Source: an optimization exercise on an open RTL-to-GDS flow (aim: small area, a short achievable clock period and few clock cycles per item). Production flows keep margins and buffers that such runs may drop. In this exercise RTL edits were held to simulation tests only and were not proved equivalent to the original.

Setup of run 1:
==> flow/design.v (excerpt) <==
module wt_sine (
  input             clk,
  input             rst,
  input             in_valid,
  output            in_ready,
  input      [1:0]  in_op,
  input      [31:0] in_a,
  input      [31:0] in_b,
  output reg        out_valid,
  input             out_ready,
  output reg [31:0] out_data,
  output reg [1:0]  out_fault
);
  reg        v1;
  reg [1:0]  op1;
  reg [31:0] a1, b1;
  reg        v2;
  reg [1:0]  f2;
  reg [8:0]  j2;
  reg [23:0] g2;
  reg signed [9:0] ef2;
  reg        v3;
  reg [1:0]  f3;
  reg [8:0]  j3;
  reg [23:0] pm3;
  reg        up3, pg3, ps3;
  reg [4:0]  dd3;
  reg        dbig3;
  reg [7:0]  ea3;
  reg        sk_valid;
  reg [31:0] sk_data;
  reg [1:0]  sk_fault;
  reg        rdy;
  wire adv = !sk_valid;
  assign in_ready = rdy;
  wire [1:0]  f1;
  wire [8:0]  j1;
  wire [23:0] n1;
  wire [7:0]  bf1;
  wt_front u_front (.op(op1), .a(a1), .b(b1), .fault(f1), .j(j1), .n(n1), .bf(bf1));
  wire [23:0]       g1;
  wire signed [9:0] ef1;
  wt_norm u_norm (.n(n1), .bf(bf1), .g(g1), .ef(ef1));
  wire        odd2 = j2[7];
  wire [6:0]  m2   = odd2 ? ~j2[6:0] : j2[6:0];
  wire [7:0]  k2   = {1'b0, m2} + {7'd0, odd2};
  wire        qz2  = !odd2 && (j2[6:0] == 7'd0);
  wire [22:0] dv;
  wt_drom u_drom (.m(m2), .d(dv));
  wire [25:0] qv2;
  wt_qrom u_qrom2 (.k(k2), .q(qv2));
  wire [23:0]       pm2;
  wire              up2, pg2, ps2;
  wire signed [9:0] e02;
  wt_prod u_prod (.df(dv[19:0]), .de(dv[22:20]), .g(g2), .ef(ef2), .nr(qz2),
                  .m(pm2), .up(up2), .pg(pg2), .ps(ps2), .e0(e02));
  wire signed [9:0] ea2 = qz2 ? ((e02 < 10'sd1) ? 10'sd1 : e02) : $signed({7'd15, qv2[25:23]});
  wire signed [9:0] dd2 = ea2 - e02;
  wire        odd3 = j3[7];
  wire [6:0]  m3   = odd3 ? ~j3[6:0] : j3[6:0];
  wire [7:0]  k3   = {1'b0, m3} + {7'd0, odd3};
  wire        qz3  = !odd3 && (j3[6:0] == 7'd0);
  wire [25:0] qv3;
  wt_qrom u_qrom3 (.k(k3), .q(qv3));
  wire [31:0] r;
  ...
Size in the first run: roughly 5,200 cells after synthesis, ~240 flip-flops, ~110 I/O pins, ~37,000 µm² of cells after synthesis.
==> flow/config.mk <==
export PLATFORM = sky130hd
export DESIGN_NAME = wt_sine
export DESIGN_NICKNAME = wt_sine
export VERILOG_FILES = /design/flow/design.v
export SDC_FILE = /design/flow/constraint.sdc
export NUM_CORES = 4
export LEC_CHECK = 0
export ABC_AREA = 1
export CAP_MARGIN = 0
export CORE_MARGIN = 2
export CORE_UTILIZATION = 40
export CTS_CLUSTER_DIAMETER = 150
export CTS_CLUSTER_SIZE = 28
export PLACE_DENSITY = 0.55
export SLEW_MARGIN = 0
export SYNTH_MEMORY_MAX_BITS = 65536
==> flow/constraint.sdc <==
create_clock -name core_clock -period 100.0 [get_ports {clk}]
set_input_delay 20.0000 -clock core_clock [delete_from_list [all_inputs] [get_ports {clk}]]
set_output_delay 20.0000 -clock core_clock [all_outputs]
set_load 0.01 [all_outputs]
standard.sh (not shown) runs the stock make flow with config.mk's settings and CLKGATE_MAP_FILE= SYNTH_SCRIPT=/design/flow/synth_recipe.tcl, a recipe that flattens the netlist after the stock synthesis.
==> flow/flow/run.sh <==
#!/bin/bash
# Own flow: the standard layout (standard.sh, all steps unchanged) with one
# difference: the port buffers that global placement inserts on every input
# and output are sky130_fd_sc_hd__buf_2 cells instead of the resizer's default
# choice (a clkdlybuf4s50 delay cell). The full make output goes to
# standard_flow.log in this folder.
set -euo pipefail
export BUFFER_PORTS_ARGS="-buffer_cell sky130_fd_sc_hd__buf_2"
bash standard.sh > standard_flow.log 2>&1
Run 1: no failed stages, no open violations at the end
Testbench counts of run 1, summed over its fixed seeds: cycles 32,032, items 32,000.
### run 1 -> run 2
Settings: removing CTS_CLUSTER_SIZE (formerly 28); removing CTS_CLUSTER_DIAMETER (formerly 150).
==> flow/run.sh (new file) <==
#!/bin/bash
# synth_recipe.tcl (not shown) runs the flow's synth.tcl, then flattens the netlist and writes it again
# the make line also repeats each setting of config.mk as NAME=value (left out here)
make -C /OpenROAD-flow-scripts/flow DESIGN_CONFIG=/design/flow/config.mk WORK_HOME=/design/flow/orfs CLKGATE_MAP_FILE= SYNTH_SCRIPT=/design/flow/synth_recipe.tcl finish
removed: flow/flow/run.sh
removed: flow/standard.sh
## What came out
- Run 1 vs run 2, worst setup path endpoint: out_data[13] vs out_valid
- Run 2: all stages complete, timing, DRC and antenna checks passed
Changes in run 3 relative to run 2:
==> flow/flow/run.sh (new file) <==
#!/bin/bash
# Own flow: the standard layout (standard.sh, all steps unchanged) with one
# difference: the port buffers that global placement inserts on every input
# and output are sky130_fd_sc_hd__buf_2 cells instead of the resizer's default
# choice (a clkdlybuf4s50 delay cell). The full make output goes to
# standard_flow.log in this folder.
set -euo pipefail
export BUFFER_PORTS_ARGS="-buffer_cell sky130_fd_sc_hd__buf_2"
bash standard.sh > standard_flow.log 2>&1
==> flow/standard.sh (new file) <==
#!/bin/bash
# synth_recipe.tcl (not shown) runs the flow's synth.tcl, then flattens the netlist and writes it again
# the make line also repeats each setting of config.mk as NAME=value (left out here)
make -C /OpenROAD-flow-scripts/flow DESIGN_CONFIG=/design/flow/config.mk WORK_HOME=/design/flow/orfs CLKGATE_MAP_FILE= SYNTH_SCRIPT=/design/flow/synth_recipe.tcl "${@:-finish}"
removed: flow/run.sh
--- outcome ---
Compared with run 2, clock-buffer cell count in run 3 decreased by more than 10%.
Diff run 3..run 2 | area of the multi-input gates | negligible
As far as clock buffer and inverter area fraction after layout is concerned, run 3 and run 2 perform about the same.
Looking only at worst slew margin relative to its limit, and setting everything else aside, the higher value of run 3 and run 2 goes to run 3.
#### Input delta (run 4 over run 3)
Settings: a change of PLACE_DENSITY from 0.55 to 0.65; a change of CORE_UTILIZATION from 40 to 50; an added CTS_CLUSTER_DIAMETER of 150; an added CTS_CLUSTER_SIZE of 24.
Results
- Run 4: done, clean on timing, DRC and antenna
- Per the comparison of run 4 with run 3, worst hold slack saw an increase; time the worst path needs with I/O delays and setup dropped 40 ps.
- Run 4 vs run 3, top layer used by detailed routing: met5 vs met4
- Re multi-input combinational area share: run 4 and run 3 aren't equal, and the lower value belongs to run 3.
- Number of maximum-capacitance violations came out exactly the same in run 4 and run 3.

==> what the ideal ports hide <==
No port has a modelled driver above. Below, the same layouts with a new extraction and two added sets of constraints. Step 1 assumes that a clkbuf_16 drives the clock port and a buf_2 every other input. Step 2, shift: input delay + t, output delay - t, t = (earliest + latest rising clock arrival at the registers) / 2. This alone moves slack from input paths to output paths. Slacks: ideal / step 1 / step 2; pairs: ideal / step 1.
run | t (ns) | setup slack, ns | clock arrival spread, ns | worst slew at a driven data input, ns
run 1 | 0.611 | 78.911 / 78.840 / 79.033 | 0.027 / 0.027 | 0.06
run 2 | 0.673 | 78.478 / 78.413 / 78.422 | 0.013 / 0.013 | 0.06
run 3 | 0.653 | 78.892 / 78.821 / 79.035 | 0.022 / 0.023 | 0.06
run 4 | 0.609 | 78.932 / 78.862 / 78.844 | 0.038 / 0.038 | 0.04
After both steps setup and hold are still met in every run listed. For run 4, which loses most, drivers alone change the setup slack by -0.070 ns; drivers and shift together by -0.088 ns.
